This is an optimization exercise on Yosys and OpenROAD, whose aim is small area, a short achievable clock period and few clock cycles, not a production implementation. In this exercise RTL edits were held to simulation tests only and were not proved equivalent to the original.

### design/flow/run.sh
#!/bin/bash
# synth_recipe.tcl (not shown) runs the flow's synth.tcl, then flattens the netlist and writes it again
# the make line also repeats each setting of config.mk as NAME=value (left out here)
make -C /OpenROAD-flow-scripts/flow DESIGN_CONFIG=/design/flow/config.mk WORK_HOME=/design/flow/orfs CLKGATE_MAP_FILE= SYNTH_SCRIPT=/design/flow/synth_recipe.tcl finish
### design/flow/config.mk
export PLATFORM = sky130hd
export DESIGN_NAME = pse_query
export DESIGN_NICKNAME = pse_query
export VERILOG_FILES = /design/flow/design.v
export SDC_FILE = /design/flow/constraint.sdc
export NUM_CORES = 4
export LEC_CHECK = 0
export CAP_MARGIN = 20
export CORE_MARGIN = 2
export CORE_UTILIZATION = 40
export SLEW_MARGIN = 20
### design/flow/constraint.sdc
create_clock -name core_clock -period 12.0 [get_ports {clk}]
set_input_delay 2.4000 -clock core_clock [delete_from_list [all_inputs] [get_ports {clk}]]
set_output_delay 2.4000 -clock core_clock [all_outputs]
set_load 0.01 [all_outputs]
### design/flow/design.v
module pse_clamp (
    input  wire signed [31:0] v,
    input  wire signed [32:0] hi,
    output wire [11:0]        c
);
    wire signed [32:0] vx = {v[31], v};
    assign c = (vx < 33'sd0) ? 12'd0 :
               (vx > hi)     ? hi[11:0] :
                               v[11:0];
endmodule
module pse_u2f (
    input  wire [64:0] val,
    output reg  [52:0] mant,
    output reg  [6:0]  exp      
);
    reg [6:0]  lz;
    reg        found;
    reg [64:0] norm;
    reg        guard, sticky;
    reg [53:0] rounded;
    integer    i;
    always @* begin
        lz = 7'd65;
        for (i = 0; i <= 64; i = i + 1)
            if (val[i]) lz = 7'd64 - i[6:0];
        found = (val != 65'd0);
        norm    = val << lz;
        guard   = norm[11];
        sticky  = |norm[10:0];
        rounded = {1'b0, norm[64:12]};
        if (guard && (sticky || norm[12]))
            rounded = rounded + 54'd1;
        if (!found) begin
            mant = 53'd0;
            exp  = 7'd0;
        end else if (rounded[53]) begin
            mant = {1'b1, 52'd0};
            exp  = 7'd64 - lz + 7'd1;
        end else begin
            mant = rounded[52:0];
            exp  = 7'd64 - lz;
        end
    end
endmodule
module pse_query (
    input  wire               clk,
    input  wire               rst,
    input  wire               start,
    input  wire [2:0]         op,
    input  wire signed [31:0] qx0,
    input  wire signed [31:0] qy0,
    input  wire signed [31:0] qx1,
    input  wire signed [31:0] qy1,
    input  wire [12:0]        tab_w,
    input  wire [12:0]        tab_h,
    output wire               ready,
    output reg                done,
    output reg                fault,
    output reg  [31:0]        res_u32,
    output reg  [63:0]        res_f64,
    output reg  [11:0]        rect_x0,
    output reg  [11:0]        rect_y0,
    output reg  [11:0]        rect_x1,
    output reg  [11:0]        rect_y1,
    output reg                mem_req,
    output reg                mem_tab,
    output reg  [23:0]        mem_addr,
    input  wire [31:0]        mem_rdata
);
    localparam OP_QSUM = 3'd0, OP_QAVG = 3'd1, OP_QNZC = 3'd2, OP_QNZAVG = 3'd3,
               OP_TRDS = 3'd4, OP_TRDN = 3'd5;
    localparam S_IDLE = 3'd0, S_PREP = 3'd1, S_READ = 3'd2, S_CONV = 3'd3,
               S_DIV  = 3'd4, S_ROUND = 3'd5, S_DONE = 3'd6;
    reg [2:0] state;
    assign ready = (state == S_IDLE);
    reg [2:0]         l_op;
    reg signed [31:0] l_x0, l_y0, l_x1, l_y1;
    reg [12:0]        l_w, l_h;
    wire signed [31:0] nx0 = (l_x0 < l_x1) ? l_x0 : l_x1;
    wire signed [31:0] nx1 = (l_x0 < l_x1) ? l_x1 : l_x0;
    wire signed [31:0] ny0 = (l_y0 < l_y1) ? l_y0 : l_y1;
    wire signed [31:0] ny1 = (l_y0 < l_y1) ? l_y1 : l_y0;
    wire signed [32:0] wmax = {20'd0, l_w} - 33'sd1;
    wire signed [32:0] hmax = {20'd0, l_h} - 33'sd1;
    wire [11:0] cx0, cx1, cy0, cy1;
    pse_clamp u_cx0 (.v(nx0), .hi(wmax), .c(cx0));
    pse_clamp u_cx1 (.v(nx1), .hi(wmax), .c(cx1));
    pse_clamp u_cy0 (.v(ny0), .hi(hmax), .c(cy0));
    pse_clamp u_cy1 (.v(ny1), .hi(hmax), .c(cy1));
    wire [32:0] qw = {nx1[31], nx1} - {nx0[31], nx0} + 33'd1;
    wire [32:0] qh = {ny1[31], ny1} - {ny0[31], ny0} + 33'd1;
    wire trd_oob = (l_x0 < 0) || ({l_x0[31], l_x0} > wmax) ||
                   (l_y0 < 0) || ({l_y0[31], l_y0} > hmax);
    reg [11:0] rx0, ry0, rx1, ry1;     
    reg [32:0] rw, rh;                 
    reg [3:0]  term;                   
    reg [3:0]  last_term;              
    reg        p_valid, p_neg, p_nz;   
    reg        a_valid, a_neg, a_nz;   
    reg [31:0] acc_s, acc_n;           
    reg        t_en;
    reg [11:0] t_x, t_y;
    reg        t_neg;
    always @* begin
        t_en  = 1'b0;
        t_x   = rx1;
        t_y   = ry1;
        t_neg = 1'b0;
        if (l_op == OP_TRDS || l_op == OP_TRDN) begin
            t_en = 1'b1;
            t_x  = l_x0[11:0];
            t_y  = l_y0[11:0];
        end else begin
            case (term[1:0])
                2'd0: begin t_en = 1'b1;                        t_x = rx1;         t_y = ry1;         end
                2'd1: begin t_en = (rx0 != 0) && (ry0 != 0);    t_x = rx0 - 12'd1; t_y = ry0 - 12'd1; end
                2'd2: begin t_en = (ry0 != 0); t_neg = 1'b1;    t_x = rx1;         t_y = ry0 - 12'd1; end
                2'd3: begin t_en = (rx0 != 0); t_neg = 1'b1;    t_x = rx0 - 12'd1; t_y = ry1;         end
            endcase
        end
    end
    wire t_nz = (l_op == OP_QNZC) || (l_op == OP_TRDN) || (term[2] == 1'b1);
    reg  [64:0] den_int;           
    wire [52:0] num_m, den_m;
    wire [6:0]  num_e, den_e;
    pse_u2f u_num (.val({33'd0, acc_s}), .mant(num_m), .exp(num_e));
    pse_u2f u_den (.val(den_int),        .mant(den_m), .exp(den_e));
    reg [52:0] dv_b;               
    reg [53:0] dv_rem;             
    reg [55:0] dv_q;               
    reg [5:0]  dv_cnt;
    reg signed [8:0] dv_exp;       
    wire [53:0] dv_diff = dv_rem - {1'b0, dv_b};
    wire        dv_ge   = (dv_rem >= {1'b0, dv_b});
    reg [52:0] r_mant;
    reg        r_g, r_s;
    reg signed [8:0] r_exp;
    reg [53:0] r_rnd;
    reg [10:0] r_bexp;
    reg [51:0] r_frac;
    always @* begin
        if (dv_q[55]) begin
            r_mant = dv_q[55:3];
            r_g    = dv_q[2];
            r_s    = (|dv_q[1:0]) || (dv_rem != 0);
            r_exp  = dv_exp;
        end else begin
            r_mant = dv_q[54:2];
            r_g    = dv_q[1];
            r_s    = dv_q[0] || (dv_rem != 0);
            r_exp  = dv_exp - 9'sd1;
        end
        r_rnd = {1'b0, r_mant};
        if (r_g && (r_s || r_mant[0]))
            r_rnd = r_rnd + 54'd1;
        if (r_rnd[53]) begin
            r_frac = 52'd0;
            r_bexp = {{2{r_exp[8]}}, r_exp} + 11'd1024;
        end else begin
            r_frac = r_rnd[51:0];
            r_bexp = {{2{r_exp[8]}}, r_exp} + 11'd1023;
        end
    end
    always @(posedge clk) begin
        if (rst) begin
            state   <= S_IDLE;
            done    <= 1'b0;
            fault   <= 1'b0;
            mem_req <= 1'b0;
            p_valid <= 1'b0;
            a_valid <= 1'b0;
        end else begin
            done    <= 1'b0;
            mem_req <= 1'b0;
            if (a_valid) begin
                if (a_nz) acc_n <= a_neg ? acc_n - mem_rdata : acc_n + mem_rdata;
                else      acc_s <= a_neg ? acc_s - mem_rdata : acc_s + mem_rdata;
            end
            a_valid <= p_valid;
            a_neg   <= p_neg;
            a_nz    <= p_nz;
            p_valid <= 1'b0;
            case (state)
                S_IDLE: begin
                    if (start) begin
                        l_op  <= op;
                        l_x0  <= qx0;
                        l_y0  <= qy0;
                        l_x1  <= qx1;
                        l_y1  <= qy1;
                        l_w   <= tab_w;
                        l_h   <= tab_h;
                        state <= S_PREP;
                    end
                end
                S_PREP: begin
                    rx0   <= cx0;
                    ry0   <= cy0;
                    rx1   <= cx1;
                    ry1   <= cy1;
                    rw    <= qw;
                    rh    <= qh;
                    acc_s <= 32'd0;
                    acc_n <= 32'd0;
                    term  <= 4'd0;
                    case (l_op)
                        OP_QSUM, OP_QAVG, OP_QNZC: begin
                            last_term <= 4'd3;
                            state     <= S_READ;
                        end
                        OP_QNZAVG: begin
                            last_term <= 4'd7;
                            state     <= S_READ;
                        end
                        OP_TRDS, OP_TRDN: begin
                            last_term <= 4'd0;
                            if (trd_oob) begin
                                fault <= 1'b1;
                                done  <= 1'b1;
                                state <= S_IDLE;
                            end else begin
                                state <= S_READ;
                            end
                        end
                        default: begin
                            fault <= 1'b1;
                            done  <= 1'b1;
                            state <= S_IDLE;
                        end
                    endcase
                end
                S_READ: begin
                    if (term <= last_term) begin
                        if (t_en) begin
                            mem_req  <= 1'b1;
                            mem_tab  <= t_nz;
                            mem_addr <= t_y * l_w + {12'd0, t_x};
                        end
                        p_valid <= t_en;
                        p_neg   <= t_neg;
                        p_nz    <= t_nz;
                        term    <= term + 4'd1;
                    end else if (!p_valid && !a_valid) begin
                        if (l_op == OP_QAVG || l_op == OP_QNZAVG)
                            state <= S_CONV;
                        else
                            state <= S_DONE;
                    end
                    if (l_op == OP_QAVG) den_int <= {32'd0, rw} * {32'd0, rh};
                    else                 den_int <= {33'd0, acc_n};
                end
                S_CONV: begin
                    dv_rem <= {1'b0, num_m};
                    dv_b   <= den_m;
                    dv_exp <= $signed({2'b00, num_e}) - $signed({2'b00, den_e});
                    dv_q   <= 56'd0;
                    dv_cnt <= 6'd0;
                    if (acc_s == 32'd0) begin
                        res_f64 <= 64'd0;
                        state   <= S_DONE;
                    end else begin
                        state <= S_DIV;
                    end
                end
                S_DIV: begin
                    if (dv_ge) begin
                        dv_q   <= {dv_q[54:0], 1'b1};
                        dv_rem <= {dv_diff[52:0], 1'b0};
                    end else begin
                        dv_q   <= {dv_q[54:0], 1'b0};
                        dv_rem <= {dv_rem[52:0], 1'b0};
                    end
                    dv_cnt <= dv_cnt + 6'd1;
                    if (dv_cnt == 6'd55)
                        state <= S_ROUND;
                end
                S_ROUND: begin
                    res_f64 <= {1'b0, r_bexp, r_frac};
                    state   <= S_DONE;
                end
                S_DONE: begin
                    fault   <= 1'b0;
                    res_u32 <= (l_op == OP_QNZC || l_op == OP_QNZAVG || l_op == OP_TRDN) ? acc_n : acc_s;
                    if (l_op != OP_TRDS && l_op != OP_TRDN) begin
                        rect_x0 <= rx0;
                        rect_y0 <= ry0;
                        rect_x1 <= rx1;
                        rect_y1 <= ry1;
                    end
                    done  <= 1'b1;
                    state <= S_IDLE;
                end
                default: state <= S_IDLE;
            endcase
        end
    end
endmodule
==> flow_summary_export.csv <==
group,metric,value,unit
run_status,outcome,"no timing/DRC/antenna violations",
grt,use_met3,0.0325,
critical_path,critical_path.max_stage_delay,1.05,ns
floorplan,core.rowCount,179,
worst_hold_path,worst_hold_path_type,"flop to flop",
synth,ys_top_cells_by_count,"1366 x sky130_fd_sc_hd__nand2_1, 1363 x sky130_fd_sc_hd__inv_1, 1083 x sky130_fd_sc_hd__fa_1",
finish,nets,12462,
critical_path,cp_capture_type,"flop",
clock_tree,ctsHtreeMaxLevel,3,
grt,grt-ovfl-total,0,
critical_path,timing.critical_path.mode_cell,"sky130_fd_sc_hd__fa_1",
timing,worst_setup_margin,2.31,ns
placed_design,postPlaceCellArea,0.102,sq mm
drt,num_vias,75784,
timing,slew_violations,0,
floorplan,core_region_area,0.237,sq mm
synth,synthDistinctLibCells,100,
clock_tree,cts_tree,"done",
drt,vias_per_cell,5.55,
synth,synth_flop_cell,"sky130_fd_sc_hd__edfxtp_1",
clock_tree,post_cts.repair.setup_buffers,0,
finish,postLayoutCoreUtil,0.445,
drt,remaining_drc_errors,0,
timing,finalSetupViolCount,0,
grt,grt-busiest-layer,"met2",
synth,yosys_warnings,2,
placed_design,place.detailed.hpwl,246000,microns
floorplan,fp.dieW,492,microns
synth,synth.top_cell.area_share,0.238,
placed_design,dp_slack,2.32,ns
clock_tree,clkLatencyLatePin,0.79,ns
critical_path,crit_type,"flop to flop",
clock_tree,cts.root.buffer_cell,"sky130_fd_sc_hd__clkbuf_16",
clock_tree,cts_hold_bufs,0,
floorplan,starting_density_of_the_core,0.401,
synth,synth_area_leader_cell,"sky130_fd_sc_hd__edfxtp_1",
grt,number_of_global_route_vias_before_repair,77416,
floorplan,boundaryPins,365,
critical_path,timing.critical_path.required,12.47,ns
grt,grt_util_met1,0.352,
clock_tree,cts.sink_count,762,
finish,synthToLayoutAreaGrowth,11.0,%
timing,layout_worst_path_cycle_share,0.808,
synth,synth_enable_flop_cells,755,
synth,netlist_area,0.0953,sq mm
critical_path,cp.arrival,10.17,ns
synth,synthesis.area_per_instance,9.30,sq um
clock_tree,cts_resized,0,
clock_tree,tritoncts.num_buffers,91,
grt,grt_antenna_before_repair,13,
clock_tree,clock_path_buffers,3,
timing,max_freq,103,MHz
clock_tree,clk_pin_slew,0.06,ns
critical_path,element_type_at_the_critical_path_start,"flop",
timing,setup_total_negative_slack,0,ns
drt,detail_route.first_pass.iterations,6,
finish,drive_above_1_share,0.0524,
drt,finalWirelength,309000,microns
synth,async_flop_share,0,
drt,detail_route.wl_per_cell,22.6,microns
drt,postRouteAntennaNets,0,
timing,rsz0062_at_grt,"false",
synth,synthesis.instances,10248,
synth,count_of_state_elements_after_synthesis,762,
finish,fillCellCount,22876,
timing,skew,0.0759,ns
timing,slew_headroom,0.268,
synth,most_frequently_used_cell_type_in_the_post_synthesis_netlist,"sky130_fd_sc_hd__nand2_1",
critical_path,cpMaxStageDelayCell,"sky130_fd_sc_hd__edfxtp_1",
drt,detailedRoute.firstIterationViolations,6447,
timing,period_minus_slack,9.69,ns
job,max_cap_viol_count,0,
grt,track_usage,0.252,
synth,synthTopCellsByArea,"sky130_fd_sc_hd__edfxtp_1 24%, sky130_fd_sc_hd__fa_1 23%, sky130_fd_sc_hd__ha_1 10%",
synth,yosysSeqAreaShare,0.239,
floorplan,die_footprint,0.242,sq mm
grt,globalRouteMet2Util,0.404,
timing,worst_pin_slew,1.10,ns
critical_path,path_max_fanout,20,
grt,grt_start_max_net_pins,138,
timing,finalHoldViolCount,0,
placed_design,port_buffers,363,
finish,finalInstanceArea,0.106,sq mm
grt,grt_first_pass_wirelength,473000,microns
placed_design,routabilityCongestion,0.962,
floorplan,chipHeight,492,microns
==> flip-flops by register name (all words and copies together) (netlist names), 13 cells and up <==
signal    count
acc_n        32
acc_s        32
den_int      65
dv_b         53
dv_q         56
dv_rem       54
l_h          13
l_w          13
l_x0         32
l_x1         32
l_y0         32
l_y1         32
mem_addr     24
res_f64      63
res_u32      32
rh           33
rw           33
==> cells by family (layout without fill, tap and decap cells) <==
family,count (synthesis),after routing,share of synthesized area
adders and majority gates,1872,1872,0.331
buffers and inverters,1827,2052,0.0734
and+or+nand+nor,3468,3468,0.173
AOI/OAI and AO/OA,1515,1515,0.102
other,1,11,0.0000393
DFF,762,762,0.239
xor gates and xnor gates,411,411,0.0378
muxes,392,392,0.0435
==> final timing paths <==
kind	from	end	slack, ns	cells after the start
hold / removal	p_nz	a_nz	0.43	0
setup / recovery	rh[22]	den_int[61]	2.31	28
setup reg to reg	rh[22]	den_int[61]	2.31	28
hold reg to reg	p_nz	a_nz	0.43	0
==> per-layer routing <==
layer | up-vias | share of wire
li1 | 34604 | -
met1 | 37846 | 0.44
met2 | 2872 | 0.46
met3 | 456 | 0.065
met4 | 6 | 0.036
met5 | - | 0.000091
==> layout by cell type (no fill, tap or decap), types with 91 or more instances in the layout <==
cell,Yosys,final
sky130_fd_sc_hd__o21ai_0,342,336
sky130_fd_sc_hd__and2_1,368,368
sky130_fd_sc_hd__ha_1,789,789
sky130_fd_sc_hd__nand4_1,91,91
sky130_fd_sc_hd__xor2_1,153,153
sky130_fd_sc_hd__nor2b_1,191,190
sky130_fd_sc_hd__nand2b_1,105,104
sky130_fd_sc_hd__inv_1,1363,1362
sky130_fd_sc_hd__edfxtp_1,755,755
sky130_fd_sc_hd__nor2_1,628,621
sky130_fd_sc_hd__xnor2_1,258,258
sky130_fd_sc_hd__mux2_2,130,130
sky130_fd_sc_hd__clkdlybuf4s50_1,0,363
sky130_fd_sc_hd__nor3_1,162,161
sky130_fd_sc_hd__clkbuf_16,0,91
sky130_fd_sc_hd__fa_1,1083,1083
sky130_fd_sc_hd__nand2_1,1366,1364
sky130_fd_sc_hd__mux2i_1,257,257
sky130_fd_sc_hd__nand3_1,186,185
sky130_fd_sc_hd__and3_1,109,107
sky130_fd_sc_hd__a21o_1,123,122
sky130_fd_sc_hd__a211oi_1,102,100
sky130_fd_sc_hd__buf_4,6,151
sky130_fd_sc_hd__a21oi_1,432,429
==> worst max-delay path, delay by kind of cell, from the launching register on <==
kind | cells | cell delay, ns
adder cells (fa/ha/maj) | 9 | 4.37
AO/OA/AOI/OAI | 9 | 2.71
flip-flops | 1 | 1.05
AND/OR/NAND/NOR | 5 | 0.61
buffers and inverters | 4 | 0.52
XOR/XNOR | 1 | 0.15
==> per-stage QoR <==
step / hold slack, ns / cells
after floorplan: 0.400 / 10249
after global placement: 0.408 / 13470
after detailed placement: 0.421 / 13472
after CTS: 0.436 / 13641
after global routing: 0.464 / 13642
final: 0.429 / 13650
==> area by class of cell <==
class	instances	area, sq um	share of cell area
clock inverters	62	903	0.00854
diodes	9	22.5	0.000213
multi-input cells	7660	65700	0.622
well taps	3167	3960	0.0375
repair buffers	517	4830	0.0457
clock buffers	107	2370	0.0224
inverters	1366	5130	0.0485
flip-flops and latches	762	22800	0.216
Testbench counts, summed over its fixed seeds: cycles 139,606.

==> what the ideal ports hide <==
No port has a modelled driver above. Below, the same layout with a new extraction and two added sets of constraints.
Step 1, drivers: a clkbuf_16 drives clk and a buf_2 each remaining input, both assumed.
Step 2 adds t to the input delays and takes it off the output delays; t is the mean of the earliest and latest rising clock arrival at the registers after step 1. Input paths then give back, and output paths get back, about the clock's delay inside the block.
Slacks: ideal ports / drivers / drivers and shift; pairs: ideal ports / drivers.
shift t [ns]: 0.832
slack for setup (ns): 2.306 / 2.306 / 2.306
clock arrival spread, ns: 0.095 / 0.095
After both steps this run still meets setup and hold. The setup slack of this run moves by 0.000 ns with the drivers and by 0.000 ns with both steps.
